What follows belongs to an exercise in optimizing a design on an open flow for small area, a short achievable clock period and few clock cycles per item; a production flow would make more cautious choices.
Where RTL was checked, it was by simulation tests only, not by an equivalence proof against the original.
Function not checked in run 1: the RTL went through the layout flow alone.
Power and IR drop assume default switching activity.

==> flow/design.v <==
module swar_scan (
    input  wire        clk,
    input  wire        rst,
    input  wire        cmd_valid,
    output wire        cmd_ready,
    input  wire [31:0] cmd,
    input  wire [63:0] a,
    input  wire [63:0] b,
    input  wire [7:0]  c,
    output reg         done,
    output reg         err,
    output wire [63:0] res,
    output wire        mem_req_valid,
    input  wire        mem_req_ready,
    output wire [63:0] mem_req_addr,
    input  wire        mem_rsp_valid,
    input  wire [63:0] mem_rsp_data
);
    reg        idle;        
    reg        go;          
    reg        thr;         
    reg        s1, s2;      
    reg        sc;          
    reg        first;       
    reg        rev, str;    
    reg [7:0]  tgt;         
    reg [2:0]  lenlo;       
    reg [63:0] addr;        
    reg [28:0] idx;         
    reg [31:0] u;           
    reg [1:0]  out;         
    reg [1:0]  drop;        
    reg [2:0]  pos;
    reg        nf;          
    reg        hi;          
    reg        iw;          
    reg        ini;         
    reg        pd, pe;      
    wire lp = !idle && !str && !go && !pd && (out == 2'd1) && (drop == 2'd0);
    assign cmd_ready     = idle || (lp && mem_rsp_valid);
    wire sw = str && go && (out == 2'd1) && (drop == 2'd0);
    wire nz = &{|mem_rsp_data[63:56], |mem_rsp_data[55:48], |mem_rsp_data[47:40], |mem_rsp_data[39:32],
                |mem_rsp_data[31:24], |mem_rsp_data[23:16], |mem_rsp_data[15:8],  |mem_rsp_data[7:0]};
    assign mem_req_valid = (go && thr) || (sw && mem_rsp_valid && nz);
    assign mem_req_addr  = addr;
    wire req_fire = mem_req_valid && mem_req_ready;
    wire fire = cmd_valid && cmd_ready;
    wire [1:0] cur  = out - drop;
    wire rsp  = mem_rsp_valid && (drop == 2'd0);
    wire last = !go && (cur == 2'd1);
    wire mask_en = (rev ? first : last) && (lenlo != 3'd0);
    reg  [7:0] hit;
    integer i;
    always @* begin
        for (i = 0; i < 8; i = i + 1)
            hit[i] = (mem_rsp_data[8*i +: 8] == tgt) && !(mask_en && (i >= lenlo));
    end
    wire any = |hit;
    reg [2:0] fpos, lpos;
    integer j, k;
    always @* begin
        fpos = 3'd0;
        for (j = 7; j >= 0; j = j - 1)
            if (hit[j]) fpos = j[2:0];
        lpos = 3'd0;
        for (k = 0; k < 8; k = k + 1)
            if (hit[k]) lpos = k[2:0];
    end
    wire decide = rsp && (any || (!str && last));
    wire in_legal = ((cmd[7:0] == 8'h05 || cmd[7:0] == 8'h06) &&
                     cmd[31:12] == 20'd0 && cmd[10:8] == 3'd0)
                 || (cmd[31:0] == 32'h08);
    wire in_rev = cmd[1];
    wire in_str = cmd[3];
    wire in_run = in_legal && (in_str || b[31:0] != 32'd0);
    wire final_req = !str && (u == {31'd0, lenlo == 3'd0});
    integer lv, ii;
    wire        dn = (rev || s2) && !s1 && !sc;
    wire [28:0] alo = addr[31:3];
    reg  [28:0] alo_pp;                   
    always @* begin
        alo_pp = alo ^ {29{dn}};
        for (lv = 0; lv < 5; lv = lv + 1)
            for (ii = 0; ii < 29; ii = ii + 1)
                if ((ii >> lv) & 1)
                    alo_pp[ii] = alo_pp[ii] & alo_pp[((ii >> lv) << lv) - 1];
    end
    wire [28:0] alo_cnt = alo ^ {alo_pp[27:0], 1'b1};
    reg  [28:0] ag, ap;
    always @* begin
        ag = alo & u[28:0];
        ap = alo ^ u[28:0];
        for (lv = 0; lv < 5; lv = lv + 1)
            for (ii = 0; ii < 29; ii = ii + 1)
                if ((ii >> lv) & 1) begin
                    ag[ii] = ag[ii] | (ap[ii] & ag[((ii >> lv) << lv) - 1]);
                    ap[ii] = ap[ii] & ap[((ii >> lv) << lv) - 1];
                end
    end
    wire [28:0] alo_add = alo ^ u[28:0] ^ {ag[27:0], 1'b0};
    wire [28:0] alo_n = s1 ? alo_add : alo_cnt;
    wire        acy = sc || alo_pp[28];
    wire [31:0] ahi = addr[63:32];
    reg  [31:0] ahi_pp;
    always @* begin
        ahi_pp = ahi ^ {32{dn}};
        for (lv = 0; lv < 5; lv = lv + 1)
            for (ii = 0; ii < 32; ii = ii + 1)
                if ((ii >> lv) & 1)
                    ahi_pp[ii] = ahi_pp[ii] & ahi_pp[((ii >> lv) << lv) - 1];
    end
    wire [31:0] ahi_n = ahi ^ ({ahi_pp[30:0], 1'b1} & {32{acy}});
    wire        idn = rev;
    reg  [28:0] idx_pp;
    always @* begin
        idx_pp = idx ^ {29{idn}};
        for (lv = 0; lv < 5; lv = lv + 1)
            for (ii = 0; ii < 29; ii = ii + 1)
                if ((ii >> lv) & 1)
                    idx_pp[ii] = idx_pp[ii] & idx_pp[((ii >> lv) << lv) - 1];
    end
    wire [28:0] idx_n = idx ^ {idx_pp[27:0], 1'b1};
    reg  [31:0] u_pp;
    always @* begin
        u_pp = ~u;
        for (lv = 0; lv < 5; lv = lv + 1)
            for (ii = 0; ii < 32; ii = ii + 1)
                if ((ii >> lv) & 1)
                    u_pp[ii] = u_pp[ii] & u_pp[((ii >> lv) << lv) - 1];
    end
    wire [31:0] u_n = u ^ {u_pp[30:0], 1'b1};
    wire        u_en = str ? (rsp && iw) : req_fire;
    wire [1:0] out_n = out + {1'b0, req_fire} - {1'b0, mem_rsp_valid};
    reg  [1:0] drop_n;
    reg        go_n, str_n;
    always @* begin
        drop_n = drop;
        if (mem_rsp_valid && drop != 2'd0) drop_n = drop - 2'd1;
        if (decide) drop_n = out_n;
        go_n = go;
        if (s1) go_n = !s2 && !ag[28];
        else if (sc) go_n = !s2;
        else if (s2) go_n = 1'b1;
        if (req_fire && final_req) go_n = 1'b0;
        if (decide) go_n = 1'b0;
        str_n = str;
        if (fire) begin
            go_n  = in_run && !in_rev;
            str_n = in_str;
        end
        if (rst) begin
            drop_n = 2'd0;
            go_n   = 1'b0;
        end
    end
    wire [1:0] rst_out_n = rst ? 2'd0 : out_n;
    always @(posedge clk) begin
        done <= 1'b0;
        out  <= rst_out_n;
        drop <= drop_n;
        go   <= go_n;
        str  <= str_n;
        thr  <= str_n ? (rst_out_n == drop_n) : (rst_out_n != 2'd3);
        if (rsp) begin
            first <= 1'b0;
            pos   <= rev ? lpos : fpos;
            nf    <= !any;
            hi    <= str && any;
        end
        ini <= 1'b0;
        if (ini) begin
            idx <= rev ? u[28:0] : {29{1'b1}};
            iw  <= 1'b1;
        end else if (rsp && !(rev && first && lenlo != 3'd0)) begin
            idx <= idx_n;
            iw  <= (idx == {{28{1'b1}}, 1'b0});
        end
        sc <= s1 && ag[28];
        s1 <= 1'b0;
        if (s2 && !s1 && !sc)
            s2 <= 1'b0;
        if (s1 || (s2 && !sc) || req_fire)
            addr[31:3] <= alo_n;
        if (sc || (s2 && !s1) || req_fire)
            addr[63:32] <= ahi_n;
        if (u_en)
            u <= u_n;
        if (decide) begin
            idle <= 1'b1;
            done <= 1'b1;
            err  <= 1'b0;
        end
        pd <= 1'b0;
        if (pd) begin
            idle <= 1'b1;
            done <= 1'b1;
            err  <= pe;
            nf   <= 1'b1;
            hi   <= 1'b0;
        end
        if (fire) begin
            pe    <= !in_legal;
            tgt   <= in_str ? 8'h00 : c;
            addr  <= a;
            u     <= in_str ? 32'd0 : {3'd0, b[31:3]};
            lenlo <= b[2:0];
            rev   <= in_rev;
            first <= 1'b1;
            s1    <= in_run && in_rev;
            s2    <= in_run && in_rev && (b[2:0] == 3'd0);
            idle  <= 1'b0;
            ini   <= in_run;
            pd    <= !in_run;
        end
        if (rst) begin
            idle <= 1'b1;
            done <= 1'b0;
            s1   <= 1'b0;
            s2   <= 1'b0;
            sc   <= 1'b0;
            pd   <= 1'b0;
        end
    end
    assign res = {~u & {32{hi}}, {idx, pos} | {32{nf}}};
endmodule
==> flow/flow/run.sh <==
#!/bin/bash
# Standard ORFS layout, with plain buf_1 cells as the port buffers.
set -euo pipefail
export BUFFER_PORTS_ARGS="-buffer_cell sky130_fd_sc_hd__buf_1"
bash standard.sh synth > synth.log 2>&1
bash standard.sh > layout.log 2>&1
==> flow/standard.sh <==
#!/bin/bash
# synth_recipe.tcl (not shown) runs the flow's synth.tcl, then flattens the netlist and writes it again
# the make line also repeats each setting of config.mk as NAME=value (left out here)
make -C /OpenROAD-flow-scripts/flow DESIGN_CONFIG=/design/flow/config.mk WORK_HOME=/design/flow/orfs CLKGATE_MAP_FILE= SYNTH_SCRIPT=/design/flow/synth_recipe.tcl "${@:-finish}"
==> flow/config.mk <==
export PLATFORM = sky130hd
export DESIGN_NAME = swar_scan
export DESIGN_NICKNAME = swar_scan
export VERILOG_FILES = /design/flow/design.v
export SDC_FILE = /design/flow/constraint.sdc
export NUM_CORES = 4
export LEC_CHECK = 0
export CAP_MARGIN = 20
export CORE_MARGIN = 2
export CORE_UTILIZATION = 40
export SETUP_SLACK_MARGIN = 2.5
export SLEW_MARGIN = 20
==> flow/constraint.sdc <==
create_clock -name core_clock -period 6.5 [get_ports {clk}]
set_input_delay 1.3000 -clock core_clock [delete_from_list [all_inputs] [get_ports {clk}]]
set_output_delay 1.3000 -clock core_clock [all_outputs]
set_load 0.01 [all_outputs]
==> flow_summary.ini, run 1 <==
[synthesis]
synth_warnings = 1
ys_seq_area_share_pct = 36.1
syn_nets = 1727
ys_ff_latch = 160
synth_area_per_cell_sq_um = 8.85
ys_async_sr_fraction_pct = 0
yosysUniqueCellTypes = 88
post_synth_instance_area_sq_um = 12800
synth_ff_type = edfxtp_1
syn_inst = 1448
synth-edff-count = 142

[final_layout]
drive_above_1_share_pct = 6.84
nets = 2020
nFillCells = 3145
multi_input_area_sq_um = 7740
syn_to_final_growth_pct = 17.1
antenna_cells = 0
regArea_sq_um = 4630

[detailed_routing]
drc = 0
num_vias = 11900
drtAntennaViolNets = 0
wl_per_cell_microns = 18.6
wirelength_microns = 40100
vias_per_cell = 5.51
drt_pass1_iterations = 8
drtIter0Drc = 937

[cts]
holdBufCountCts = 0
clock_latency_ns = 0.44
cts_htree_levels = 4
clock_path_buffers = 2
post-cts-setup-buffers = 0
cts_tree = done
postCtsResizedCells = 1
clk_pin_slew_worst_paths_ns = 0.07
cts_buffers = 17
cts.sinks = 160
clock-root-buffer = clkbuf_16

[critical_path]
critPathLaunchType = input pin
cpMostUsedCell = buf_1
r2r_start = s1
ff2ff_setup_slack_ns = 2.72
crit_required_ns = 5.20
reg2reg_depth = 11
crit_buf_inv = 2
crit_slowest_cell = nor3_2
timing.rr.end = addr[50]
path_class = in2out
crit_path_max_fanout = 7
cp-end-kind = output pin
max_stage_delay_ns = 0.23
crit_start = mem_rsp_valid
crit_chain = buf_1 -> nand2_1 -> nor3_2 -> nand3_1 -> nor3_1 -> o21a_1 -> buf_1
critical_path.top_delay_family = simple AND/OR/NAND/NOR gates
cp_data_arrival_time_ns = 2.55

[pwr]
p_seq_share_pct = 40.3
switchingPower_mw = 1.73
clkPwrFrac_pct = 24.3
combPwrFrac_pct = 35.4
p_leak_nw = 4.99
p_int_mw = 2.74
ir_drop_uv = 148
p_sw_share_pct = 38.7
power_density_nw_per_um2 = 298

[timing]
worst_pin_slew_ns = 0.964
hold_viol = 0
slew_headroom_pct = 35.7
setup_tns_ns = 0
grt_setup_unrepaired = yes
fin_ws_ns = 2.65
fin_crit_sh_pct = 59.2
setup_viol = 0
min_period_ns = 3.85
holdWs_ns = 0.445
max_freq_mhz = 260
skew_ns = 0.0158
maxSlewViolCount = 0

[grt]
grt_start_max_net_pins = 87
grt.overflow.total = 0
grt_first_pass_wirelength_microns = 62300
grt_pass1_vias = 11400
antenna_found_initial = 0
grtUsageTotal_pct = 23.8

[floorplanning]
dieArea_sq_um = 33500
start_util_pct = 40.6
die_y_microns = 183
die_w_microns = 183
num_io_pins = 369
rows = 65
coreArea_sq_um = 31600

[min_path]
min_to = first
hp-class = reg2reg
hold_depth = 2
hp-start = first

[outcome]
status = timing/DRC/antenna clean

[placement]
dpl.hpwl_microns = 30400
gp_congestion = 0.891
io_buffers = 336
pre_cts_ws_ns = 2.07

[job]
maxCapViolCount = 0
[layout by cell type, fill, tap and decap left out, drive strengths merged, types with 8 or more instances in the layout]
cell    instances
edfxtp        142
nand2         118
clkbuf         18
or3            18
nor2b          46
ha             37
a31oi          26
buf           348
xnor2         150
nor2          146
a21oi          91
and3            8
nand2b          9
inv            43
o21ai          90
o211ai         13
nor3           28
nand3          50
nand3b          8
or4            15
nor4           51
xor2           72
nand4          21
a21o            9
o22a           16
and2            8
mux2i          13
or2            40
dfxtp          18
[stage by stage]
| stage | total power [mW] | cell area [sq um] | utilization, % | cells |
|---|---|---|---|---|
| floorplan | 2.86 | 12800 | - | 1448 |
| global placement | 3.33 | 14300 | 45.4 | 2123 |
| detailed placement | 3.38 | 14400 | 45.5 | 2124 |
| CTS | 4.48 | 15000 | 47.5 | 2156 |
| global route | 4.77 | 15000 | 47.6 | 2156 |
| finish | 4.47 | 15000 | 47.6 | 2156 |
[metal layers]
metal	share of wire, %	wire (microns)	global-route usage, %
met3	7.6	3030	5.98
met1	44	17600	31.0
met2	46	18400	38.8
met4	2.7	1080	7.74
met5	0	0	0
[cells in the mapped netlist, types with 13 or more instances]
cell type	number	area share, %
a21oi_1	91	3.6
a31oi_1	26	1.3
clkbuf_1	59	1.7
dfxtp_1	18	2.8
edfxtp_1	142	33
ha_1	37	3.6
inv_1	39	1.1
mux2i_1	13	1.0
nand2_1	118	3.5
nand3_1	50	2.0
nand4_1	20	0.98
nor2_1	140	4.1
nor2b_1	46	2.2
nor3_1	27	1.1
nor4_1	49	2.4
o211ai_1	13	0.76
o21ai_0	87	3.4
o22a_1	16	1.1
or2_2	39	1.9
or3_1	16	0.78
or4_1	13	0.76
xnor2_1	150	10
xor2_1	72	4.9
[cells by family (layout without fill, tap and decap cells)]
family	after synthesis	count (layout)	share of synthesized area, %
simple gates	581	581	23.5
fa+ha+maj	42	42	4.39
compound gates	313	313	15.4
flops	160	160	36.1
mux	16	16	1.28
xor+xnor	223	223	15.4
buf+inv	113	419	3.97
[power groups by stage]
stage	Clock [mW]	Sequential (mW)	Combinational [mW]
2_1_floorplan	0	1.69	1.17
3_3_place_gp	0	1.80	1.53
3_5_place_dp	0	1.81	1.57
4_1_cts	1.10	1.79	1.58
5_1_grt	1.15	1.85	1.77
6_report	1.09	1.80	1.58
[state kept, by name, indices dropped and copies added (netlist names), 2 cells and up]
name,flops
idx,29
drop,2
addr,64
pos,3
lenlo,3
tgt,8
u,32
out,2
[worst register-to-register path: cells and delay by family (launching register included)]
kind	cells	cell delay, ns
buffers and inverters	2	0.61
xor gates and xnor gates	1	0.12
AOI/OAI and AO/OA	2	0.43
DFF	1	0.34
and+or+nand+nor	6	2.02
[cell type report]
| cell class | instances | area share (%) |
|---|---|---|
| Clock buffer | 18 | 2.86 |
| Clock inverter | 14 | 1.22 |
| Inverter | 39 | 0.992 |
| Multi-Input combinational cell | 1175 | 51.6 |
| Sequential cell | 160 | 30.8 |
| Tap cell | 402 | 3.35 |
| Timing Repair Buffer | 348 | 9.16 |
[worst max-delay path by stage]
stage	end	cells after the start
floorplan	addr[10]	8
global placement	thr	15
detailed placement	thr	15
CTS	addr[50]	11
global route	thr	15
finish	mem_req_valid	7
==> inputs of run 2 (changes only) <==
--- a/flow/design.v
+++ b/flow/design.v
@@ -20,3 +20,2 @@
     reg        go;          
-    reg        thr;         
     reg        s1, s2;      
@@ -43,2 +42,3 @@
                 |mem_rsp_data[31:24], |mem_rsp_data[23:16], |mem_rsp_data[15:8],  |mem_rsp_data[7:0]};
+    wire thr = str ? (out == drop) : (out != 2'd3);
     assign mem_req_valid = (go && thr) || (sw && mem_rsp_valid && nz);
@@ -162,3 +162,2 @@
         str  <= str_n;
-        thr  <= str_n ? (rst_out_n == drop_n) : (rst_out_n != 2'd3);
         if (rsp) begin
--- a/flow/config.mk
+++ b/flow/config.mk
@@ -10,3 +10,3 @@
 export CORE_UTILIZATION = 40
-export SETUP_SLACK_MARGIN = 2.5
+export SETUP_SLACK_MARGIN = 3.0
 export SLEW_MARGIN = 20
==> run 2 against run 1 <==
  * Worst hold slack better by 0.0098 ns
  * Wire length grew 2.4%
  * Utilization rose by 0.49 points
  * Fmax increased by 8.0%
  * Non-clock buffer count increased by 10
  * Global-route usage is 0.62 points higher
  * Critical path type unchanged
  * Largest cell class unchanged
  * Largest power group unchanged
  * Highest routed layer is now met5
==> flow_summary.ini, run 2 <==
[outcome]
status = timing/DRC/antenna clean

[cts]
cts_buffers = 17
clock_path_buffers = 2
cts.sinks = 159
cts_tree = done
clock_latency_ns = 0.45
clock-root-buffer = clkbuf_16
clk_pin_slew_worst_paths_ns = 0.07
cts_htree_levels = 4

[synthesis]
yosysUniqueCellTypes = 82
ys_async_sr_fraction_pct = 0
post-synth-top-area-cell = edfxtp_1
post_synth_instance_area_sq_um = 12700
syn_nets = 1734
ys_seq_area_share_pct = 36.3
synth_most_common_cell = edfxtp_1
synthTopCellsByCount = edfxtp_1, nor2_1, xnor2_1
ys_ff_latch = 159
synth-edff-count = 143
yosysTopAreaCellShare_pct = 33.8
ys_top_cells_by_area = edfxtp_1, xnor2_1, xor2_1
syn_inst = 1455
synth_warnings = 1
synth_area_per_cell_sq_um = 8.74
synth_ff_type = edfxtp_1

[floorplanning]
coreArea_sq_um = 31500
dieArea_sq_um = 33200
rows = 65
die_w_microns = 182
die_y_microns = 182
num_io_pins = 369
start_util_pct = 40.4

[detailed_routing]
drc = 0
num_vias = 12200
drtIter0Drc = 1023
vias_per_cell = 5.60
wl_per_cell_microns = 18.9
wirelength_microns = 41000
drtAntennaViolNets = 0
drt_pass1_iterations = 5

[grt]
gr-usage-met2_pct = 38.7
grt_use_met3_pct = 5.79
top_usage_layer = met2
grtUsageTotal_pct = 24.4
grt_pass1_vias = 11500
grt_start_max_net_pins = 77
grt_first_pass_wirelength_microns = 63500
antenna_found_initial = 1
grt_use_met1_pct = 33.0
grt.overflow.total = 0

[final_layout]
antenna_cells = 0
regArea_sq_um = 4610
nFillCells = 3127
nets = 2037
largest_reg_flops = 64
drive_above_1_share_pct = 7.62
final_common_cell = buf_1
final_core_util_pct = 48.1
multi_input_area_sq_um = 7770
final_cell_mix = buf_1, edfxtp_1, nor2_1, xnor2_1, nand2_1
syn_to_final_growth_pct = 18.9
top_register = addr
reg_top3 = addr x64, u x32, idx x29

[timing]
worst_pin_slew_ns = 1.06
grt_setup_unrepaired = yes
hold_viol = 0
skew_ns = 0.0175
fin_crit_sh_pct = 54.8
max_freq_mhz = 281
slew_headroom_pct = 29.0
maxSlewViolCount = 0
min_period_ns = 3.56
setup_viol = 0
setup_tns_ns = 0

[pwr]
power_density_nw_per_um2 = 265
power.total_mw = 4.02
p_leak_nw = 5.10
ir_drop_uv = 153

[critical_path]
timing.rr.end = err
endpoint = mem_req_valid
crit_required_ns = 5.20
crit_path_max_fanout = 3
r2r_start = out[0]
ff2ff_setup_slack_ns = 3.17
crit_start = mem_rsp_valid
critPathLaunchType = input pin
reg2reg_depth = 9
cp_data_arrival_time_ns = 2.26
path_class = in2out
cp-end-kind = output pin

[job]
maxCapViolCount = 0

[min_path]
hp-class = reg2reg

[placement]
dpl.hpwl_microns = 30700
io_buffers = 336
gp_congestion = 0.891
-- run 2: changes by cell type in the layout (fill, tap and decap cells not counted), moves of 7 or more --
cell	previous run	this run
xnor2_1	149	126
xor2_1	72	94
o21ai_0	86	95
or3_1	16	9
a21oi_1	90	99
o22a_1	16	7
buf_1	336	328
buf_4	10	21
nor3_1	25	40
-- run 2: report_power, final --
| group | switching (mW) | leakage (nW) | internal, mW | total [mW] |
|---|---|---|---|---|
| Sequential | 0.293 | 1.50 | 1.35 | 1.64 |
| Clock | 0.451 | 0.305 | 0.655 | 1.11 |
| Combinational | 0.714 | 3.29 | 0.556 | 1.27 |
-- run 2: per-layer routing --
metal	wire length (microns)	up-vias
met1	18300	5760
met4	1110	2
met3	3190	72
met2	18400	455
li1	-	5886
met5	9	-
-- run 2: how the worst min path moves through the flow --
stage | from | end | slack (ns) | cells after the start
6_report | first | first | 0.46 | 2
5_1_grt | first | first | 0.48 | 2
4_1_cts | first | first | 0.45 | 2
3_5_place_dp | first | first | 0.45 | 2
3_3_place_gp | first | first | 0.43 | 2
2_1_floorplan | first | first | 0.42 | 2
-- run 2: final cells by class --
type | count | share of cell area, %
clock inverters | 13 | 1.25
flip-flops and latches | 159 | 30.5
well taps | 402 | 3.33
inverters | 37 | 0.968
repair buffers | 358 | 9.68
clock buffers | 19 | 2.93
multi-input cells | 1185 | 51.3
-- run 2: metrics by stage --
stage / hold WS (ns) / area (sq um) / cells / setup WS, ns
2_1_floorplan: 0.423 / 12700 / 1455 / 2.92
3_3_place_gp: 0.433 / 14300 / 2132 / 2.20
3_5_place_dp: 0.445 / 14300 / 2132 / 2.17
4_1_cts: 0.455 / 15000 / 2164 / 2.90
5_1_grt: 0.482 / 15100 / 2173 / 2.85
6_report: 0.455 / 15100 / 2173 / 2.94
-- run 2: cells by family after synthesis --
group | Yosys count | share of synthesized area, %
buffers and inverters | 111 | 3.40
AO/OA/AOI/OAI | 310 | 14.7
XOR/XNOR | 221 | 15.3
multiplexers | 23 | 1.91
adder cells (fa/ha/maj) | 42 | 4.43
flip-flops | 159 | 36.3
AND/OR/NAND/NOR | 589 | 23.9
-- run 2: worst max-delay path: stages --
cell	delay, ns
buf_12	0.09
nand2_8	0.06
nor3_4	0.22
nand4_1	0.13
o31ai_2	0.28
buf_2	0.18
-- run 2: repair_timing --
item                                    4_1_cts  5_1_grt
buffers inserted                              0        9
pin swaps                                     0        6
hold buffers                                  0        0
endpoints found under the hold margin         0        0
endpoints found under the setup margin      121       69
resized for setup                             6       26
Testbench counts of run 2, summed over its fixed seeds: cycles 16,495, commands 1,600.
==> inputs of run 3 (changes only) <==
--- a/flow/config.mk
+++ b/flow/config.mk
@@ -10,3 +10,3 @@
 export CORE_UTILIZATION = 40
-export SETUP_SLACK_MARGIN = 3.0
+export SETUP_SLACK_MARGIN = 3.5
 export SLEW_MARGIN = 20
==> run 3 against run 2 <==
  * Register-to-register slack better by 0.20 ns
  * Largest power group unchanged
  * Fmax up 1.0%
  * Still clean
  * Count of clock-buffer cells in the layout grew 1
==> flow_summary.ini, run 3 <==
[synthesis]
yosysTopAreaCellShare_pct = 33.8
post-synth-top-area-cell = edfxtp_1
yosys.area_share.xor_xnor_pct = 15.3
ys_async_sr_fraction_pct = 0
ys_top_cells_by_area = edfxtp_1, xnor2_1, xor2_1
syn_inst = 1455
post_synth_instance_area_sq_um = 12700
ys_seq_area_share_pct = 36.3
synth_area_per_cell_sq_um = 8.74
synth_warnings = 1
synth-edff-count = 143
synthSimpleGateAreaFrac_pct = 23.9
synthTopCellsByCount = edfxtp_1, nor2_1, xnor2_1
synth-adder-area-share_pct = 4.43
syn_nets = 1734
synth-compound-area-share_pct = 14.7
synth_top_family_by_area = simple AND/OR/NAND/NOR gates
ys_ff_latch = 159
synth_ff_type = edfxtp_1
yosysUniqueCellTypes = 82
synthMuxAreaShare_pct = 1.91
synth_most_common_cell = edfxtp_1

[critical_path]
reg2reg_depth = 11
crit_buf_inv = 2
cpMostUsedCell = buf_2
crit_path_max_fanout = 2
critical_path.top_delay_family = simple AND/OR/NAND/NOR gates
cp_data_arrival_time_ns = 2.23
cp.depth = 6
crit_slowest_cell = nor4_4
crit_required_ns = 5.20
crit_chain = buf_2 -> nor4_4 -> nand2_1 -> nand4_1 -> o31ai_4 -> buf_2
max_stage_delay_ns = 0.25
path_class = in2out
critPathLaunchType = input pin
cp-end-kind = output pin

[min_path]
hold_depth = 2
hp-class = reg2reg

[floorplanning]
num_io_pins = 369
die_w_microns = 182
die_y_microns = 182
coreArea_sq_um = 31500
start_util_pct = 40.4
rows = 65
dieArea_sq_um = 33200

[detailed_routing]
drtAntennaViolNets = 0
wirelength_microns = 44000
drtIter0Drc = 1068
drc = 0
vias_per_cell = 5.63
wl_per_cell_microns = 19.5
drt_pass1_iterations = 5
num_vias = 12700

[timing]
skew_ns = 0.0132
fin_crit_sh_pct = 54.3
min_period_ns = 3.53
maxSlewViolCount = 0
grt_setup_unrepaired = yes
max_freq_mhz = 283
slew_headroom_pct = 38.0
worst_pin_slew_ns = 0.929
setup_viol = 0
hold_viol = 0
setup_tns_ns = 0

[final_layout]
nets = 2114
largest_reg_flops = 64
syn_to_final_growth_pct = 30.9
antenna_cells = 0
final_cell_mix = buf_1, edfxtp_1, nor2_1, xnor2_1, nand2_1
top_register = addr
drive_above_1_share_pct = 18.3
final_common_cell = buf_1
reg_top3 = addr x64, u x32, idx x29

[grt]
grt.overflow.total = 0
antenna_found_initial = 0
grt_first_pass_wirelength_microns = 67300
grt_start_max_net_pins = 102
grtUsageTotal_pct = 25.8
grt_pass1_vias = 12100

[cts]
holdBufCountCts = 0
cts.sinks = 159
clock_latency_ns = 0.44
clk_pin_slew_worst_paths_ns = 0.07
cts_htree_levels = 4
cts_buffers = 17
clock-root-buffer = clkbuf_16
clock_path_buffers = 2
cts_tree = done

[outcome]
status = timing/DRC/antenna clean

[placement]
dpl.hpwl_microns = 30900
io_buffers = 336
gp_congestion = 0.888

[pwr]
p_leak_nw = 5.82
power_density_nw_per_um2 = 246
power.total_mw = 4.10
ir_drop_uv = 168

[job]
maxCapViolCount = 0
run 3: cell counts after synthesis:
No cell type changed its count.
run 3: area by class of cell:
cell class | instances | area, sq um
clock buffer | 20 | 467
clock inverter | 12 | 96.3
fill | 2978 | 14800
multi-input combinational | 1187 | 8470
tap | 402 | 503
inverter | 37 | 144
sequential | 159 | 4630
timing repair buffer | 433 | 2340
run 3: where the power goes:
group	leakage, nW	internal (mW)	total, mW	switching [mW]
Combinational	4.04	0.670	1.49	0.819
Clock	0.274	0.528	0.989	0.461
Sequential	1.51	1.35	1.62	0.274
run 3: routing by layer:
metal | part of all wire [%] | wire, microns | global-route usage [%] | vias up
met5 | 0 | 0 | 0 | -
li1 | - | - | - | 6054
met2 | 46 | 20400 | 42.4 | 538
met3 | 8.3 | 3670 | 5.39 | 67
met1 | 43 | 18700 | 34.1 | 5999
met4 | 2.6 | 1150 | 7.84 | 0
run 3: cell families (layout without fill, tap and decap cells):
logic type      after synthesis  in the layout
fa+ha+maj                    42             42
flops                       159            159
compound gates              310            311
simple gates                589            590
buf+inv                     111            502
mux                          23             23
xor+xnor                    221            221
run 3: what timing repair did:
action                                  4_1_cts  5_1_grt
buffers inserted                             48       32
endpoints found under the setup margin      274       76
pin swaps                                    47       62
cloned                                        6        0
hold endpoints to repair                      0        0
resized for setup                           130      104
run 3: worst paths after layout:
check / start / to / slack [ns]
max: mem_rsp_data[57] / mem_req_valid / 2.97
min: first / first / 0.45
max reg2reg: s1 / addr[62] / 3.37
min reg2reg: first / first / 0.45
run 3: worst register-to-register path: cells and delay by family, from the launching register on:
| kind | cells | cell delay [ns] |
|---|---|---|
| and+or+nand+nor | 4 | 1.17 |
| DFF | 1 | 0.35 |
| AOI/OAI and AO/OA | 3 | 0.75 |
| buffers and inverters | 3 | 0.47 |
| xor gates and xnor gates | 1 | 0.14 |
run 3: per-stage QoR:
stage	std cells	util (%)	instance area, sq um	hold WS (ns)	setup WS, ns
3_3_place_gp	2132	45.8	14400	0.432	2.31
4_1_cts	2218	50.8	16000	0.445	2.97
6_report	2250	52.9	16700	0.445	2.97
3_5_place_dp	2132	45.8	14400	0.433	2.25
5_1_grt	2250	52.9	16700	0.485	2.92
2_1_floorplan	1455	-	12800	0.423	3.15
==> inputs of run 4 (changes only) <==
--- a/flow/config.mk
+++ b/flow/config.mk
@@ -9,4 +9,5 @@
 export CORE_MARGIN = 2
-export CORE_UTILIZATION = 40
-export SETUP_SLACK_MARGIN = 3.5
+export CORE_UTILIZATION = 75
+export CTS_BUF_LIST = sky130_fd_sc_hd__clkbuf_8
+export SETUP_SLACK_MARGIN = 3.0
 export SLEW_MARGIN = 20
==> run 4 against run 3 <==
  * Critical endpoint is now addr[62]
  * Synthesized cell count unchanged
  * Non-clock buffer count decreased by 77
  * Global-route usage increased by 16 points
  * Sequential power about the same
  * Clock power decreased by 31%
  * Clock skew increased by 0.0020 ns
  * Sequential share of layout area increased by 3.4 points
  * Power decreased by 12%
  * Flip-flop and latch count unchanged
  * First-iteration DRC count increased by 48%
  * Synthesized area unchanged
  * Still clean
  * Cell count decreased by 12%
==> flow_summary.ini, run 4 <==
[critical_path]
critPathLaunchType = flip-flop
max_stage_delay_ns = 0.53
cp-end-kind = flip-flop
reg2reg_depth = 10
ff2ff_setup_slack_ns = 2.83
crit_start = s1
crit_required_ns = 6.69
r2r_start = s1
cp_data_arrival_time_ns = 3.85
crit_path_max_fanout = 47
path_class = reg2reg
cpMostUsedCell = buf_4
crit_slowest_cell = or4_4
crit_chain = buf_4 -> or2_4 -> or4_4 -> a222oi_1 -> buf_4 -> a41o_4 -> nand4b_4 -> nor3_1 -> xnor2_1 -> a21oi_1

[synthesis]
synth-edff-count = 143
yosysUniqueCellTypes = 82
ys_ff_latch = 159
ys_seq_area_share_pct = 36.3
synthTopCellsByCount = edfxtp_1, nor2_1, xnor2_1
post-synth-top-area-cell = edfxtp_1
synth_warnings = 1
post_synth_instance_area_sq_um = 12700
synth_most_common_cell = edfxtp_1
yosysTopAreaCellShare_pct = 33.8
syn_inst = 1455
ys_async_sr_fraction_pct = 0
syn_nets = 1734
ys_top_cells_by_area = edfxtp_1, xnor2_1, xor2_1
synth_area_per_cell_sq_um = 8.74
synth_ff_type = edfxtp_1

[timing]
maxSlewViolCount = 0
grt_setup_unrepaired = yes
hold_viol = 0
skew_ns = 0.0152
min_period_ns = 3.67
fin_ws_ns = 2.83
setup_viol = 0
fin_crit_sh_pct = 56.4
worst_pin_slew_ns = 1.05
setup_tns_ns = 0
slew_headroom_pct = 30.0
max_freq_mhz = 273

[cts]
clock-root-buffer = clkbuf_8
clock_path_buffers = 2
cts.sinks = 159
cts_tree = done
holdBufCountCts = 0
cts_htree_levels = 4
clock_latency_ns = 0.47
cts_buffers = 17
clk_pin_slew_worst_paths_ns = 0.08

[grt]
grt_first_pass_wirelength_microns = 60000
grtUsageTotal_pct = 41.7
grt_start_max_net_pins = 78
antenna_found_initial = 1
grt.overflow.total = 0
grt_pass1_vias = 12200

[final_layout]
top_register = addr
final_common_cell = buf_1
largest_reg_flops = 64
nets = 2035
nFillCells = 878
drive_above_1_share_pct = 9.56
stdcell_area_sq_um = 14800
final_cell_mix = buf_1, edfxtp_1, nor2_1, xnor2_1, nand2_1
reg_top3 = addr x64, u x32, idx x29
syn_to_final_growth_pct = 16.0
final_core_util_pct = 89.0

[detailed_routing]
drtAntennaViolNets = 0
drc = 0
num_vias = 13300
drtIter0Drc = 1576
wirelength_microns = 40400
vias_per_cell = 6.69
wl_per_cell_microns = 20.3
drt_pass1_iterations = 7

[floorplanning]
die_y_microns = 134
coreArea_sq_um = 16600
die_w_microns = 134
rows = 47
start_util_pct = 76.7
num_io_pins = 369
dieArea_sq_um = 18000

[placement]
dpl.hpwl_microns = 28400
io_buffers = 336
place_area_sq_um = 14100
pre_cts_ws_ns = 2.41
gp_congestion = 0.964

[pwr]
power_density_nw_per_um2 = 246
p_leak_nw = 5.08
ir_drop_uv = 188
power.total_mw = 3.63

[job]
maxCapViolCount = 0

[min_path]
hold_depth = 2
hp-start = first
hp-class = reg2reg

[outcome]
status = timing/DRC/antenna clean
-- run 4: logic make-up (layout without fill, tap and decap cells) --
family / after synthesis / in the layout / synth area share [%]
adders and majority gates: 42 / 42 / 4.43
and+or+nand+nor: 589 / 589 / 23.9
AOI/OAI and AO/OA: 310 / 310 / 14.7
muxes: 23 / 23 / 1.91
buffers and inverters: 111 / 424 / 3.40
DFF: 159 / 159 / 36.3
xor gates and xnor gates: 221 / 221 / 15.3
other: 0 / 2 / 0
-- run 4: critical path: cells and delay by family, from the launching register on --
family | cells | cell delay (ns)
and+or+nand+nor | 4 | 1.47
AOI/OAI and AO/OA | 3 | 0.86
buffers and inverters | 2 | 0.54
DFF | 1 | 0.31
xor gates and xnor gates | 1 | 0.17
-- run 4: timing repair --
item	CTS	global route
endpoints found under the hold margin	0	0
pin swaps	2	13
buffers inserted	1	9
resized for setup	14	69
setup endpoints to repair	103	65
-- run 4: power by group --
group / total [mW] / leakage [nW] / switching, mW / internal, mW
registers: 1.64 / 1.50 / 0.291 / 1.34
clock network: 0.682 / 0.195 / 0.371 / 0.311
logic: 1.31 / 3.38 / 0.750 / 0.558
total: 3.63 / 5.08 / 1.41 / 2.21
-- run 4: per-stage QoR --
stage               std cells  hold WS (ns)
finish                   1990         0.484
global route             1989         0.504
CTS                      1979         0.479
detailed placement       1947         0.469
global placement         1947         0.435
floorplan                1455         0.423
-- run 4: layer usage --
| layer | vias up | track usage (%) | wire, microns |
|---|---|---|---|
| li1 | 5876 | - | - |
| met1 | 6057 | 53.4 | 14300 |
| met2 | 1130 | 66.3 | 18500 |
| met4 | 0 | 21.5 | 2170 |
| met3 | 259 | 10.1 | 5410 |
| met5 | - | 0 | 0 |
-- run 4: worst paths after layout --
check	to
worst max-delay path	addr[62]
worst min-delay path	first
worst max register to register	addr[62]
worst min register to register	first
-- run 4: layout make-up --
cell class / instances / area [sq um] / area share, %
multi-input cells: 1185 / 7900 / 53.5
inverters: 37 / 141 / 0.958
clock buffers: 19 / 262 / 1.77
clock inverters: 12 / 86.3 / 0.585
flip-flops and latches: 159 / 4610 / 31.3
diodes: 2 / 5.00 / 0.0339
well taps: 220 / 275 / 1.87
repair buffers: 356 / 1480 / 10.0
==> inputs of run 5 (changes only) <==
--- a/flow/config.mk
+++ b/flow/config.mk
@@ -9,5 +9,5 @@
 export CORE_MARGIN = 2
-export CORE_UTILIZATION = 75
+export CORE_UTILIZATION = 65
 export CTS_BUF_LIST = sky130_fd_sc_hd__clkbuf_8
-export SETUP_SLACK_MARGIN = 3.0
+export SETUP_SLACK_MARGIN = 3.2
 export SLEW_MARGIN = 20
==> run 5 against run 4 <==
  * Still clean on timing, DRC and antenna
  * Cell count up 3.3%
  * Setup slack got worse by 0.16 ns
  * Clock skew grew 0.0061 ns
  * Combinational power about the same
  * Flip-flop and latch count stayed put
  * Critical path depth fell by 4
  * Highest routed layer unchanged
==> flow_summary.ini, run 5 <==
[outcome]
status = timing/DRC/antenna clean

[critical_path]
crit_chain = clkbuf_2 -> nor4_4 -> nand2_1 -> nand4_1 -> o31ai_4 -> buf_2
crit_buf_inv = 2
critical_path.top_delay_family = simple AND/OR/NAND/NOR gates
timing.rr.end = addr[60]
critPathLaunchType = input pin
path_class = in2out
reg2reg_depth = 11
cp-end-kind = output pin
max_stage_delay_ns = 0.42
crit_slowest_cell = nor4_4
ff2ff_setup_slack_ns = 3.27
r2r_start = s1
crit_required_ns = 5.20
crit_path_max_fanout = 2
cp_data_arrival_time_ns = 2.53

[cts]
cts.sinks = 159
clock_path_buffers = 2
clock-root-buffer = clkbuf_8
cts_htree_levels = 4
cts_tree = done
clk_pin_slew_worst_paths_ns = 0.08
cts_buffers = 17
clock_latency_ns = 0.49

[final_layout]
reg_top3 = addr x64, u x32, idx x29
top_register = addr
final_core_util_pct = 78.7
regArea_sq_um = 4620
multi_input_area_sq_um = 8050
final_common_cell = buf_1
largest_reg_flops = 64
antenna_cells = 0
final_cell_mix = buf_1, edfxtp_1, nor2_1, xnor2_1, nand2_1
nFillCells = 1435
fin_cells = 2055
syn_to_final_growth_pct = 19.6
drive_above_1_share_pct = 11.8
nets = 2056

[synthesis]
yosysUniqueCellTypes = 82
synth_warnings = 1
syn_nets = 1734
synthMuxAreaShare_pct = 1.91
syn_inst = 1455
synth_ff_type = edfxtp_1
ys_seq_area_share_pct = 36.3
post-synth-top-area-cell = edfxtp_1
ys_async_sr_fraction_pct = 0
synthTopCellsByCount = edfxtp_1, nor2_1, xnor2_1
synthSimpleGateAreaFrac_pct = 23.9
synth_most_common_cell = edfxtp_1
post_synth_instance_area_sq_um = 12700
synth-compound-area-share_pct = 14.7
ys_top_cells_by_area = edfxtp_1, xnor2_1, xor2_1
yosys.area_share.xor_xnor_pct = 15.3
yosysTopAreaCellShare_pct = 33.8
synth-adder-area-share_pct = 4.43
synth_area_per_cell_sq_um = 8.74
synth-edff-count = 143
synth_top_family_by_area = simple AND/OR/NAND/NOR gates
ys_ff_latch = 159

[pwr]
p_seq_share_pct = 44.4
p_leak_nw = 5.25
ir_drop_uv = 161
power.total_mw = 3.67
switchingPower_mw = 1.42
p_int_mw = 2.25
p_sw_share_pct = 38.7
clkPwrFrac_pct = 19.5
combPwrFrac_pct = 36.1
power_density_nw_per_um2 = 241

[job]
maxCapViolCount = 0

[grt]
grt_pass1_vias = 11200
grt_first_pass_wirelength_microns = 56900
grt.overflow.total = 0
antenna_found_initial = 0
grtUsageTotal_pct = 35.1
grt_start_max_net_pins = 81

[timing]
fin_crit_sh_pct = 58.9
hold_viol = 0
min_period_ns = 3.83
worst_pin_slew_ns = 1.03
skew_ns = 0.0213
max_freq_mhz = 261
setup_tns_ns = 0
maxSlewViolCount = 0
slew_headroom_pct = 31.3
grt_setup_unrepaired = yes
setup_viol = 0

[detailed_routing]
num_vias = 12600
wl_per_cell_microns = 18.9
drt_pass1_iterations = 5
drtIter0Drc = 1025
drtAntennaViolNets = 0
drc = 0
vias_per_cell = 6.13
wirelength_microns = 38700

[floorplanning]
die_w_microns = 144
start_util_pct = 65.8
coreArea_sq_um = 19300
die_y_microns = 144
num_io_pins = 369
dieArea_sq_um = 20700
rows = 51

[placement]
io_buffers = 336
dp.cells = 1992
dpl.hpwl_microns = 27100
gp_congestion = 0.971

[min_path]
hold_depth = 2
hp-start = first
min_to = first
hp-class = reg2reg
-- run 5: metrics by stage --
step	setup WS, ns	instance area [sq um]	hold WS, ns
final	2.67	15200	0.467
after global routing	2.67	15200	0.514
after CTS	3.01	14900	0.456
after detailed placement	2.37	14200	0.443
after global placement	2.44	14200	0.436
after floorplan	3.15	12800	0.423
-- run 5: kinds of logic after synthesis --
logic type | count (synthesis)
mux | 23
flops | 159
simple gates | 589
xor+xnor | 221
compound gates | 310
fa+ha+maj | 42
buf+inv | 111
-- run 5: worst max path at each step --
stage	from	to	slack, ns	cells past startpoint
2_1_floorplan	mem_rsp_valid	drop[1]	3.15	13
3_3_place_gp	mem_rsp_valid	addr[13]	2.44	8
3_5_place_dp	mem_rsp_valid	addr[12]	2.37	8
4_1_cts	mem_rsp_data[55]	mem_req_valid	3.01	6
5_1_grt	mem_rsp_data[61]	mem_req_valid	2.67	6
6_report	mem_rsp_data[61]	mem_req_valid	2.67	6
-- run 5: final cells by class --
class | count | share of cell area, %
multi-input cells | 1185 | 52.9
flip-flops and latches | 159 | 30.3
repair buffers | 377 | 11.3
well taps | 265 | 2.18
clock buffers | 19 | 1.72
inverters | 37 | 0.946
clock inverters | 13 | 0.633
-- run 5: power groups by stage --
stage	combinational (mW)	sequential [mW]	clock [mW]
2_1_floorplan	0.930	1.54	0
3_3_place_gp	1.18	1.63	0
3_5_place_dp	1.21	1.64	0
4_1_cts	1.25	1.62	0.710
5_1_grt	1.46	1.65	0.750
6_report	1.33	1.63	0.714
-- run 5: routing by layer --
layer	routed length [microns]	vias to the layer above	part of all wire, %	GRT usage (%)
met4	1420	0	3.7	13.7
met5	0	-	0	0
met2	17700	734	46	55.3
met1	15500	5799	40	48.0
li1	-	5923	-	-
met3	4110	135	11	6.76
-- run 5: what timing repair did --
action,in CTS,in global routing
buffers inserted,10,21
hold buffers,0,0
endpoints found under the setup margin,159,64
pin swaps,16,17
resized for setup,65,43
-- run 5: worst register-to-register path, stage by stage, from the launching register on --
cell	delay, ns
dfxtp_1	0.32
buf_6	0.21
or2_4	0.31
or4_4	0.50
a222oi_1	0.36
buf_4	0.22
a41o_4	0.31
nand4b_4	0.22
buf_4	0.21
nor2_1	0.12
xnor2_1	0.12
o21ai_0	0.08
==> inputs of run 6 (changes only) <==
--- a/flow/config.mk
+++ b/flow/config.mk
@@ -11,3 +11,5 @@
 export CTS_BUF_LIST = sky130_fd_sc_hd__clkbuf_8
-export SETUP_SLACK_MARGIN = 3.2
+export CTS_CLUSTER_DIAMETER = 100
+export CTS_CLUSTER_SIZE = 40
+export SETUP_SLACK_MARGIN = 3.0
 export SLEW_MARGIN = 20
==> run 6 against run 5 <==
  * Cell count shrank 1.2%
  * Fmax grew 9.1%
  * Clock power about the same
  * Clock skew is 0.00080 ns higher
  * Critical endpoint unchanged
  * Wire length is 4.6% higher
  * Flip-flop and latch count is the same
  * Die area unchanged
  * Via count rose by 0.65%
  * Synthesized area unchanged
  * Register-to-register slack worse by 0.13 ns
  * Non-clock buffer count fell by 25
==> flow_summary.ini, run 6 <==
[critical_path]
reg2reg_depth = 9
path_class = in2out
r2r_start = rev
cp_data_arrival_time_ns = 2.21
critical_path.top_delay_family = simple AND/OR/NAND/NOR gates
ff2ff_setup_slack_ns = 3.14
crit_chain = clkbuf_2 -> nor4_2 -> nand2_1 -> nand4_1 -> o31ai_2 -> buf_2
crit_path_max_fanout = 2
crit_required_ns = 5.20
critPathLaunchType = input pin
crit_buf_inv = 2
cp-end-kind = output pin
max_stage_delay_ns = 0.29
crit_slowest_cell = nor4_2
timing.rr.end = addr[61]

[pwr]
p_leak_nw = 5.07
combPwrFrac_pct = 35.0
ir_drop_uv = 146
power_density_nw_per_um2 = 245
p_sw_share_pct = 38.9
p_int_mw = 2.22
clkPwrFrac_pct = 19.6
p_seq_share_pct = 45.4
switchingPower_mw = 1.42
power.total_mw = 3.63

[min_path]
hp-start = first
hp-class = reg2reg
hold_depth = 2
min_to = first

[floorplanning]
die_y_microns = 144
num_io_pins = 369
dieArea_sq_um = 20700
coreArea_sq_um = 19300
start_util_pct = 65.8
rows = 51
die_w_microns = 144

[detailed_routing]
num_vias = 12700
drc = 0
vias_per_cell = 6.24
wl_per_cell_microns = 20.0
drtIter0Drc = 1240
wirelength_microns = 40500
drtAntennaViolNets = 0
drt_pass1_iterations = 6

[grt]
grtUsageTotal_pct = 38.1
antenna_found_initial = 0
grt_pass1_vias = 11600
grt.overflow.total = 0
grt_first_pass_wirelength_microns = 60900
grt_start_max_net_pins = 96

[placement]
io_buffers = 336
dpl.hpwl_microns = 29400
gp_congestion = 0.944

[timing]
maxSlewViolCount = 0
setup_viol = 0
grt_setup_unrepaired = yes
slew_headroom_pct = 27.0
setup_tns_ns = 0
min_period_ns = 3.51
max_freq_mhz = 285
worst_pin_slew_ns = 1.09
skew_ns = 0.0221
fin_crit_sh_pct = 53.9
hold_viol = 0

[cts]
clk_pin_slew_worst_paths_ns = 0.08
holdBufCountCts = 0
cts_buffers = 17
clock-root-buffer = clkbuf_8
cts_tree = done
cts.sinks = 159
clock_latency_ns = 0.48
clock_path_buffers = 2
cts_htree_levels = 4

[final_layout]
largest_reg_flops = 64
final_cell_mix = buf_1, edfxtp_1, nor2_1, xnor2_1, nand2_1
nFillCells = 1477
reg_top3 = addr x64, u x32, idx x29
antenna_cells = 0
syn_to_final_growth_pct = 16.5
multi_input_area_sq_um = 7890
regArea_sq_um = 4610
nets = 2031
final_common_cell = buf_1
top_register = addr
drive_above_1_share_pct = 9.46

[outcome]
status = timing/DRC/antenna clean

[synthesis]
ys_async_sr_fraction_pct = 0
post-synth-top-area-cell = edfxtp_1
syn_inst = 1455
synth_most_common_cell = edfxtp_1
ys_top_cells_by_area = edfxtp_1, xnor2_1, xor2_1
synth_area_per_cell_sq_um = 8.74
syn_nets = 1734
synth_warnings = 1
yosysTopAreaCellShare_pct = 33.8
ys_ff_latch = 159
yosysUniqueCellTypes = 82
post_synth_instance_area_sq_um = 12700
ys_seq_area_share_pct = 36.3
synth-edff-count = 143
synth_ff_type = edfxtp_1
synthTopCellsByCount = edfxtp_1, nor2_1, xnor2_1

[job]
maxCapViolCount = 0
==> run 6: cell counts after synthesis <==
No cell type changed its count.
==> run 6: power by group through the flow <==
stage | clock (mW) | sequential, mW | combinational (mW)
4_1_cts | 0.704 | 1.63 | 1.24
6_report | 0.712 | 1.65 | 1.27
5_1_grt | 0.749 | 1.67 | 1.40
3_3_place_gp | 0 | 1.65 | 1.17
3_5_place_dp | 0 | 1.66 | 1.21
2_1_floorplan | 0 | 1.54 | 0.917
==> run 6: routing by layer <==
metal  routed length (microns)  GRT usage (%)  vias up
met4                      1570           18.4        0
met2                     19200           62.1      745
met5                         0              0        -
met3                      4240           6.06      113
met1                     15500           49.5     5943
li1                          -              -     5872
==> run 6: worst max-delay path by stage <==
stage	startpoint	slack, ns	cells after the start	endpoint
global placement	s1	1.98	9	addr[42]
detailed placement	s1	1.87	9	addr[43]
CTS	mem_rsp_valid	2.97	6	mem_req_valid
global route	mem_rsp_data[52]	2.93	6	mem_req_valid
finish	mem_rsp_data[60]	2.99	6	mem_req_valid
floorplan	mem_rsp_valid	2.92	13	drop[1]
==> run 6: through the flow <==
stage                     setup WS, ns  hold WS [ns]  util [%]  area [sq um]  std cells
after CTS                         2.97         0.453      75.3         14600       2027
after floorplan                   2.92         0.423         -         12700       1455
after global placement            1.98         0.433      73.0         14100       1991
after detailed placement          1.87         0.441      73.0         14100       1991
after global routing              2.93         0.484      76.6         14800       2030
final                             2.99         0.481      76.6         14800       2030
==> run 6: layout make-up <==
type | count | share of cell area [%]
timing repair buffer | 352 | 9.94
inverter | 37 | 0.954
tap | 265 | 2.24
clock buffer | 19 | 1.77
multi-input combinational | 1185 | 53.3
clock inverter | 13 | 0.676
sequential | 159 | 31.1
==> run 6: cells by family (layout without fill, tap and decap cells) <==
family / Yosys count / in the layout / share of synthesized area (%)
AOI/OAI and AO/OA: 310 / 310 / 14.7
DFF: 159 / 159 / 36.3
adders and majority gates: 42 / 42 / 4.43
and+or+nand+nor: 589 / 589 / 23.9
muxes: 23 / 23 / 1.91
xor gates and xnor gates: 221 / 221 / 15.3
buffers and inverters: 111 / 421 / 3.40
==> run 6: repair_timing <==
action / in CTS / in global routing
hold endpoints to repair: 0 / 0
buffers inserted: 4 / 3
endpoints found under the setup margin: 162 / 83
resized for setup: 17 / 70
pin swaps: 4 / 14
==> run 6: worst reg2reg max path: stages, from the launching register on <==
cell      delay [ns]
edfxtp_1        0.49
or2_1           0.49
nand2_2         0.29
buf_4           0.36
nand4_1         0.25
a2111o_1        0.46
nand4b_4        0.26
nor3_1          0.29
xnor2_1         0.15
o21ai_1         0.07
==> inputs of run 7 (changes only) <==
--- a/flow/config.mk
+++ b/flow/config.mk
@@ -7,2 +7,3 @@
 export LEC_CHECK = 0
+export ABC_AREA = 1
 export CAP_MARGIN = 20
@@ -11,4 +12,2 @@
 export CTS_BUF_LIST = sky130_fd_sc_hd__clkbuf_8
-export CTS_CLUSTER_DIAMETER = 100
-export CTS_CLUSTER_SIZE = 40
 export SETUP_SLACK_MARGIN = 3.0
==> run 7 against run 6 <==
  * Cell count is 29% higher
  * Sequential share of layout area is 2.1 points lower
  * First-iteration DRC count is 3.6% higher
  * Synthesized cell count is 38% higher
  * Power is 18% higher
  * Worst hold slack worse by 0.020 ns
==> flow_summary.ini, run 7 <==
[pwr]
power.total_mw = 4.31
p_leak_nw = 7.04
ir_drop_uv = 139
power_density_nw_per_um2 = 271

[detailed_routing]
drtIter0Drc = 1285
vias_per_cell = 5.64
num_vias = 14800
wirelength_microns = 42300
drc = 0
drtAntennaViolNets = 0
wl_per_cell_microns = 16.1
drt_pass1_iterations = 6

[floorplanning]
die_y_microns = 149
die_w_microns = 149
start_util_pct = 65.8
rows = 53
num_io_pins = 369
coreArea_sq_um = 20900
dieArea_sq_um = 22300

[final_layout]
reg_top3 = addr x64, u x32, idx x29
top_register = addr
largest_reg_flops = 64
final_core_util_pct = 76.1
nets = 2613
antenna_cells = 0
final_cell_mix = nand2_1, buf_1, nor2_1, inv_1
final_common_cell = nand2_1
nFillCells = 1686
syn_to_final_growth_pct = 15.6
drive_above_1_share_pct = 5.07

[synthesis]
synth_warnings = 1
synth_ff_type = edfxtp_1
syn_nets = 2285
syn_inst = 2006
synthTopCellsByCount = nand2_1, nor2_1, inv_1
yosysTopAreaCellShare_pct = 31.2
synth_most_common_cell = nand2_1
post-synth-top-area-cell = edfxtp_1
ys_seq_area_share_pct = 33.6
yosysUniqueCellTypes = 59
post_synth_instance_area_sq_um = 13700
ys_top_cells_by_area = edfxtp_1, nand2_1, nor2_1
synth-edff-count = 143
ys_ff_latch = 159
synth_area_per_cell_sq_um = 6.85
ys_async_sr_fraction_pct = 0

[timing]
worst_pin_slew_ns = 1.10
min_period_ns = 3.49
hold_viol = 0
maxSlewViolCount = 0
setup_tns_ns = 0
grt_setup_unrepaired = yes
slew_headroom_pct = 26.5
max_freq_mhz = 287
fin_crit_sh_pct = 53.7
skew_ns = 0.0239
setup_viol = 0

[cts]
cts.sinks = 159
clock_latency_ns = 0.49
cts_buffers = 17
clk_pin_slew_worst_paths_ns = 0.10
clock_path_buffers = 2
cts_tree = done
cts_htree_levels = 4
clock-root-buffer = clkbuf_8

[critical_path]
cp_data_arrival_time_ns = 2.19
reg2reg_depth = 18
crit_required_ns = 5.20
path_class = in2out
crit_path_max_fanout = 5
crit_start = mem_rsp_valid
critPathLaunchType = input pin
cp-end-kind = output pin
timing.rr.end = addr[54]
endpoint = cmd_ready
r2r_start = rev
ff2ff_setup_slack_ns = 3.21

[grt]
grtUsageTotal_pct = 36.0
grt_first_pass_wirelength_microns = 64300
grt_start_max_net_pins = 80
grt_pass1_vias = 13400
antenna_found_initial = 0
grt.overflow.total = 0

[min_path]
hp-start = first
hp-class = reg2reg

[placement]
io_buffers = 336
gp_congestion = 0.961
dpl.hpwl_microns = 30300

[outcome]
status = timing/DRC/antenna clean

[job]
maxCapViolCount = 0
## run 7: cell count changes in the layout (fill, tap and decap cells not counted), sizes merged, moves of 41 or more
cell	delta
buf	+44
inv	+213
nand2	+474
nand3	+91
nor2	+129
nor2b	-43
nor4	-41
xnor2	-54
xor2	-46
## run 7: repair_timing
item,in CTS,in global routing
hold buffers,0,0
buffers inserted,11,13
gates cloned,0,4
pin swaps,7,8
gates resized for setup,21,18
endpoints found under the setup margin,129,110
## run 7: kinds of logic after synthesis
| kind of cell | synth area share (%) |
|---|---|
| xor gates and xnor gates | 7.65 |
| buffers and inverters | 9.39 |
| muxes | 0.0728 |
| AOI/OAI and AO/OA | 9.90 |
| adders and majority gates | 4.10 |
| DFF | 33.6 |
| and+or+nand+nor | 35.3 |
## run 7: critical path, stage by stage
cell,delay (ns)
buf_8,0.08
nand2_4,0.05
buf_4,0.16
o31ai_4,0.37
buf_1,0.23
## run 7: through the flow
stage / cells / hold slack [ns] / setup slack (ns) / area, sq um
after floorplan: 2006 / 0.428 / 2.94 / 13800
final: 2622 / 0.462 / 3.01 / 15900
after CTS: 2604 / 0.460 / 2.94 / 15600
after global placement: 2561 / 0.442 / 2.15 / 15100
after detailed placement: 2561 / 0.444 / 2.12 / 15100
after global routing: 2622 / 0.476 / 2.96 / 15900
## run 7: where the power goes
group	leakage (nW)	switching (mW)	internal, mW	total (mW)
Combinational	5.32	1.14	0.658	1.80
Sequential	1.52	0.280	1.42	1.71
Clock	0.205	0.445	0.355	0.800
Total	7.04	1.87	2.44	4.31
## run 7: cell type report
type	count	area, sq um	area share [%]
repair buffers	368	1570	9.88
clock buffers	17	234	1.47
multi-input cells	1539	8010	50.4
well taps	275	344	2.17
flip-flops and latches	159	4610	29.0
inverters	249	945	5.94
clock inverters	15	174	1.09
## run 7: metal layers
layer	track usage (%)	up-vias	share of wire, %
met3	6.16	109	10
met4	15.0	0	3.2
li1	-	7236	-
met1	47.6	6658	40
met2	58.7	788	47
met5	0	-	0
## run 7: worst min path at each step
stage,endpoint,slack (ns),cells past startpoint
CTS,first,0.46,2
floorplan,first,0.43,2
global route,first,0.48,2
global placement,first,0.44,2
detailed placement,first,0.44,2
finish,first,0.46,2
==> inputs of run 8 (changes only) <==
--- a/flow/config.mk
+++ b/flow/config.mk
@@ -7,6 +7,5 @@
 export LEC_CHECK = 0
-export ABC_AREA = 1
 export CAP_MARGIN = 20
 export CORE_MARGIN = 2
-export CORE_UTILIZATION = 65
+export CORE_UTILIZATION = 60
 export CTS_BUF_LIST = sky130_fd_sc_hd__clkbuf_8
==> run 8 against run 7 <==
  * Still clean on timing, DRC and antenna
  * Synthesized cell count decreased by 27%
  * Utilization fell by 4.4 points
  * First-iteration DRC count is 13% lower
  * Synthesized area down 7.4%
  * Clock power is 7.5% lower
  * Non-clock buffer count down 7
  * Power down 15%
  * Global-route usage is 1.9 points lower
  * Worst hold slack got worse by 0.0064 ns
  * Largest cell class unchanged
==> flow_summary.ini, run 8 <==
[critical_path]
critPathLaunchType = input pin
crit_required_ns = 5.20
path_class = in2out
crit_chain = buf_1 -> nor4_2 -> nand2_1 -> nand4_1 -> o31ai_2 -> buf_2
crit_slowest_cell = o31ai_2
max_stage_delay_ns = 0.29
cp_data_arrival_time_ns = 2.20
crit_path_max_fanout = 2
cp-end-kind = output pin

[final_layout]
final_core_util_pct = 71.7
multi_input_area_sq_um = 7930
nets = 2040
largest_reg_flops = 64
antenna_cells = 0
reg_top3 = addr x64, u x32, idx x29
final_cell_mix = buf_1, edfxtp_1, nor2_1, xnor2_1, nand2_1
regArea_sq_um = 4610
stdcell_area_sq_um = 15000
drive_above_1_share_pct = 10.8
fin_cells = 2049
top_register = addr
final_common_cell = buf_1
syn_to_final_growth_pct = 17.8
nFillCells = 1793

[synthesis]
ys_ff_latch = 159
yosys.area_share.xor_xnor_pct = 15.3
synth_area_per_cell_sq_um = 8.74
syn_nets = 1734
synth-compound-area-share_pct = 14.7
yosysUniqueCellTypes = 82
post-synth-top-area-cell = edfxtp_1
synth-adder-area-share_pct = 4.43
synthSimpleGateAreaFrac_pct = 23.9
synthTopCellsByCount = edfxtp_1, nor2_1, xnor2_1
post_synth_instance_area_sq_um = 12700
yosysTopAreaCellShare_pct = 33.8
synth_top_family_by_area = simple AND/OR/NAND/NOR gates
synth_ff_type = edfxtp_1
synth-edff-count = 143
ys_top_cells_by_area = edfxtp_1, xnor2_1, xor2_1
synth_warnings = 1
synthMuxAreaShare_pct = 1.91
syn_inst = 1455
ys_seq_area_share_pct = 36.3
synth_most_common_cell = edfxtp_1
ys_async_sr_fraction_pct = 0

[placement]
dp.cells = 2004
gp_congestion = 0.916
place_area_sq_um = 14100
io_buffers = 336
dpl.hpwl_microns = 28700

[detailed_routing]
wirelength_microns = 38900
wl_per_cell_microns = 19.0
drc = 0
drtIter0Drc = 1122
num_vias = 12400
drtAntennaViolNets = 0
vias_per_cell = 6.03
drt_pass1_iterations = 5

[cts]
holdBufCountCts = 0
cts_tree = done
clock-root-buffer = clkbuf_8
clock_path_buffers = 2
clk_pin_slew_worst_paths_ns = 0.09
cts_buffers = 17
cts_htree_levels = 4
clock_latency_ns = 0.47
cts.sinks = 159

[job]
maxCapViolCount = 0

[floorplanning]
start_util_pct = 60.9
die_y_microns = 150
dieArea_sq_um = 22400
die_w_microns = 150
rows = 53
coreArea_sq_um = 20900
num_io_pins = 369

[timing]
min_period_ns = 3.50
worst_pin_slew_ns = 1.09
holdWs_ns = 0.455
fin_crit_sh_pct = 53.9
skew_ns = 0.0182
slew_headroom_pct = 27.2
setup_tns_ns = 0
grt_setup_unrepaired = yes
hold_viol = 0
max_freq_mhz = 285
setup_viol = 0
maxSlewViolCount = 0

[grt]
grt_start_max_net_pins = 93
antenna_found_initial = 0
grtUsageTotal_pct = 34.1
grt_first_pass_wirelength_microns = 59600
grt_pass1_vias = 11300
grt.overflow.total = 0

[pwr]
power_density_nw_per_um2 = 244
ir_drop_uv = 143
p_leak_nw = 5.15

[min_path]
hp-class = reg2reg

[outcome]
status = timing/DRC/antenna clean
==> run 8: changes by cell type after synthesis, moves of 17 or more <==
cell,before,now
clkbuf_1,32,55
inv_1,244,36
nand2_1,588,121
nand3_1,143,53
nand4_1,54,24
nor2_1,258,135
nor2b_1,0,43
nor3_1,24,41
nor4_1,11,52
o21ai_0,76,96
or2_2,14,36
xnor2_1,72,126
xor2_1,48,94
==> run 8: power by group <==
group | switching (mW) | internal [mW]
Sequential | 0.296 | 1.34
Clock | 0.426 | 0.314
Combinational | 0.718 | 0.563
Total | 1.44 | 2.22
==> run 8: cell families after synthesis <==
family,count (synthesis)
adder cells (fa/ha/maj),42
flip-flops,159
AND/OR/NAND/NOR,589
XOR/XNOR,221
buffers and inverters,111
multiplexers,23
AO/OA/AOI/OAI,310
==> run 8: repair_timing <==
action                     CTS  global route
pin swaps                    1            26
gates resized for setup     13            98
setup endpoints to repair  108            61
buffers inserted             1            12
==> run 8: worst max-delay path, delay by kind of cell <==
family	cells	cell delay [ns]
compound gates	1	0.29
buf+inv	2	0.34
simple gates	3	0.28
==> run 8: cell type report <==
| cell class | count | share of cell area, % |
|---|---|---|
| clock buffers | 17 | 1.56 |
| clock inverters | 15 | 1.03 |
| inverters | 37 | 0.944 |
| multi-input cells | 1185 | 52.9 |
| flip-flops and latches | 159 | 30.8 |
| well taps | 275 | 2.30 |
| repair buffers | 361 | 10.5 |
==> run 8: stage by stage <==
stage / setup WS [ns] / total power [mW]
after floorplan: 2.92 / 2.45
after global placement: 2.41 / 2.82
after detailed placement: 2.37 / 2.86
after CTS: 2.95 / 3.61
after global routing: 2.93 / 3.87
final: 3.00 / 3.66
==> run 8: metal layers <==
| layer | track usage (%) | vias up | routed length, microns |
|---|---|---|---|
| met5 | 0 | - | 0 |
| met4 | 10.9 | 0 | 1110 |
| met3 | 4.24 | 80 | 3400 |
| met2 | 54.8 | 591 | 18100 |
| met1 | 48.0 | 5804 | 16300 |
| li1 | - | 5886 | - |
==> run 8: path summary, 6_finish.rpt <==
check	startpoint	end	slack, ns	cells past startpoint
worst max-delay path	mem_rsp_data[19]	mem_req_valid	3.00	6
worst min-delay path	first	first	0.46	2
worst max register to register	s1	addr[61]	3.09	11
worst min register to register	first	first	0.46	2
==> inputs of run 9 (changes only) <==
--- a/flow/config.mk
+++ b/flow/config.mk
@@ -9,3 +9,3 @@
 export CORE_MARGIN = 2
-export CORE_UTILIZATION = 60
+export CORE_UTILIZATION = 65
 export CTS_BUF_LIST = sky130_fd_sc_hd__clkbuf_8
==> run 9 against run 8 <==
  * Register-to-register slack better by 0.05 ns
  * Largest cell class unchanged
  * Clock power decreased by 3.8%
  * Combinational power is essentially flat
  * Sequential share of layout area rose by 0.35 points
  * Cell count decreased by 0.93%
  * Critical path depth stayed put
  * Wire length grew 4.3%
  * Synthesized area did not move
  * Sequential power about the same
==> flow_summary.ini, run 9 <==
[synthesis]
yosysUniqueCellTypes = 82
synth_warnings = 1
post_synth_instance_area_sq_um = 12700
ys_async_sr_fraction_pct = 0
post-synth-top-area-cell = edfxtp_1
synthTopCellsByCount = edfxtp_1, nor2_1, xnor2_1
syn_nets = 1734
synth-edff-count = 143
ys_ff_latch = 159
synth_area_per_cell_sq_um = 8.74
syn_inst = 1455
ys_top_cells_by_area = edfxtp_1, xnor2_1, xor2_1
yosysTopAreaCellShare_pct = 33.8
synth_ff_type = edfxtp_1
ys_seq_area_share_pct = 36.3
synth_most_common_cell = edfxtp_1

[placement]
place_area_sq_um = 14100
io_buffers = 336
dp.cells = 1991
dpl.hpwl_microns = 29400
gp_congestion = 0.944

[floorplanning]
die_w_microns = 144
die_y_microns = 144
dieArea_sq_um = 20700
num_io_pins = 369
start_util_pct = 65.8
rows = 51
coreArea_sq_um = 19300

[grt]
antenna_found_initial = 0
grt_first_pass_wirelength_microns = 60900
grtUsageTotal_pct = 38.1
grt_pass1_vias = 11600
grt_start_max_net_pins = 96
grt.overflow.total = 0

[timing]
setup_tns_ns = 0
maxSlewViolCount = 0
skew_ns = 0.0221
max_freq_mhz = 285
hold_viol = 0
setup_viol = 0
min_period_ns = 3.51
fin_crit_sh_pct = 53.9
worst_pin_slew_ns = 1.09
holdWs_ns = 0.481
grt_setup_unrepaired = yes
slew_headroom_pct = 27.0

[critical_path]
cp_data_arrival_time_ns = 2.21
cp-end-kind = output pin
crit_required_ns = 5.20
crit_path_max_fanout = 2
path_class = in2out
critPathLaunchType = input pin

[cts]
clk_pin_slew_worst_paths_ns = 0.08
cts_buffers = 17
cts.sinks = 159
cts_htree_levels = 4
clock-root-buffer = clkbuf_8
cts_tree = done
clock_path_buffers = 2
clock_latency_ns = 0.48

[final_layout]
nets = 2031
fin_cells = 2030
drive_above_1_share_pct = 9.46
final_core_util_pct = 76.6
final_common_cell = buf_1
stdcell_area_sq_um = 14800
syn_to_final_growth_pct = 16.5
reg_top3 = addr x64, u x32, idx x29
antenna_cells = 0
final_cell_mix = buf_1, edfxtp_1, nor2_1, xnor2_1, nand2_1
largest_reg_flops = 64
top_register = addr

[outcome]
status = timing/DRC/antenna clean

[detailed_routing]
wirelength_microns = 40500
drtIter0Drc = 1240
wl_per_cell_microns = 20.0
drc = 0
drtAntennaViolNets = 0
num_vias = 12700
drt_pass1_iterations = 6
vias_per_cell = 6.24

[min_path]
hp-class = reg2reg

[job]
maxCapViolCount = 0

[pwr]
power_density_nw_per_um2 = 245
ir_drop_uv = 146
p_leak_nw = 5.07
[run 9: power by group]
| part | total, mW | internal, mW | switching [mW] |
|---|---|---|---|
| Combinational | 1.27 | 0.556 | 0.715 |
| Clock | 0.712 | 0.318 | 0.394 |
| Sequential | 1.65 | 1.34 | 0.306 |
| Total | 3.63 | 2.22 | 1.42 |
[run 9: routing by layer]
layer / vias up / GRT usage, % / share of wire, %
met2: 745 / 62.1 / 47
met1: 5943 / 49.5 / 38
li1: 5872 / - / -
met4: 0 / 18.4 / 3.9
met3: 113 / 6.06 / 10
met5: - / 0 / 0
[run 9: per-stage QoR]
step,power [mW],worst slack [ns]
6_report,3.63,2.99
3_5_place_dp,2.87,1.87
2_1_floorplan,2.45,2.92
4_1_cts,3.57,2.97
5_1_grt,3.82,2.93
3_3_place_gp,2.82,1.98
[run 9: final timing paths]
path	slack [ns]	to	cells past startpoint	start
setup reg to reg	3.14	addr[61]	9	rev
setup / recovery	2.99	mem_req_valid	6	mem_rsp_data[60]
hold reg to reg	0.48	first	2	first
hold / removal	0.48	first	2	first
[run 9: cells by family after synthesis]
group                    after synthesis  synth area share, %
AO/OA/AOI/OAI                        310                 14.7
XOR/XNOR                             221                 15.3
adder cells (fa/ha/maj)               42                 4.43
buffers and inverters                111                 3.40
flip-flops                           159                 36.3
multiplexers                          23                 1.91
AND/OR/NAND/NOR                      589                 23.9
[run 9: cell type report]
class,count,area (sq um)
Clock buffer,19,262
Clock inverter,13,100
Inverter,37,141
Tap cell,265,332
Multi-Input combinational cell,1185,7890
Timing Repair Buffer,352,1470
Fill cell,1477,4520
Sequential cell,159,4610
[run 9: timing repair]
action | 4_1_cts | 5_1_grt
hold buffers | 0 | 0
endpoints found under the setup margin | 162 | 83
setup buffers | 4 | 3
gates resized for setup | 17 | 70
pin swaps | 4 | 14
endpoints found under the hold margin | 0 | 0
[run 9: critical path, cell delays in order]
cell,delay (ns)
clkbuf_2,0.12
nor4_2,0.29
nand2_1,0.11
nand4_1,0.13
o31ai_2,0.09
buf_2,0.16

Setup slack of run 9, layout unchanged: 2.993 ns with ideal ports, 2.931 ns with driving cells assumed (clock clkbuf_16, inputs buf_2), 2.579 ns with port delays also shifted by the 0.512 ns mid clock arrival.
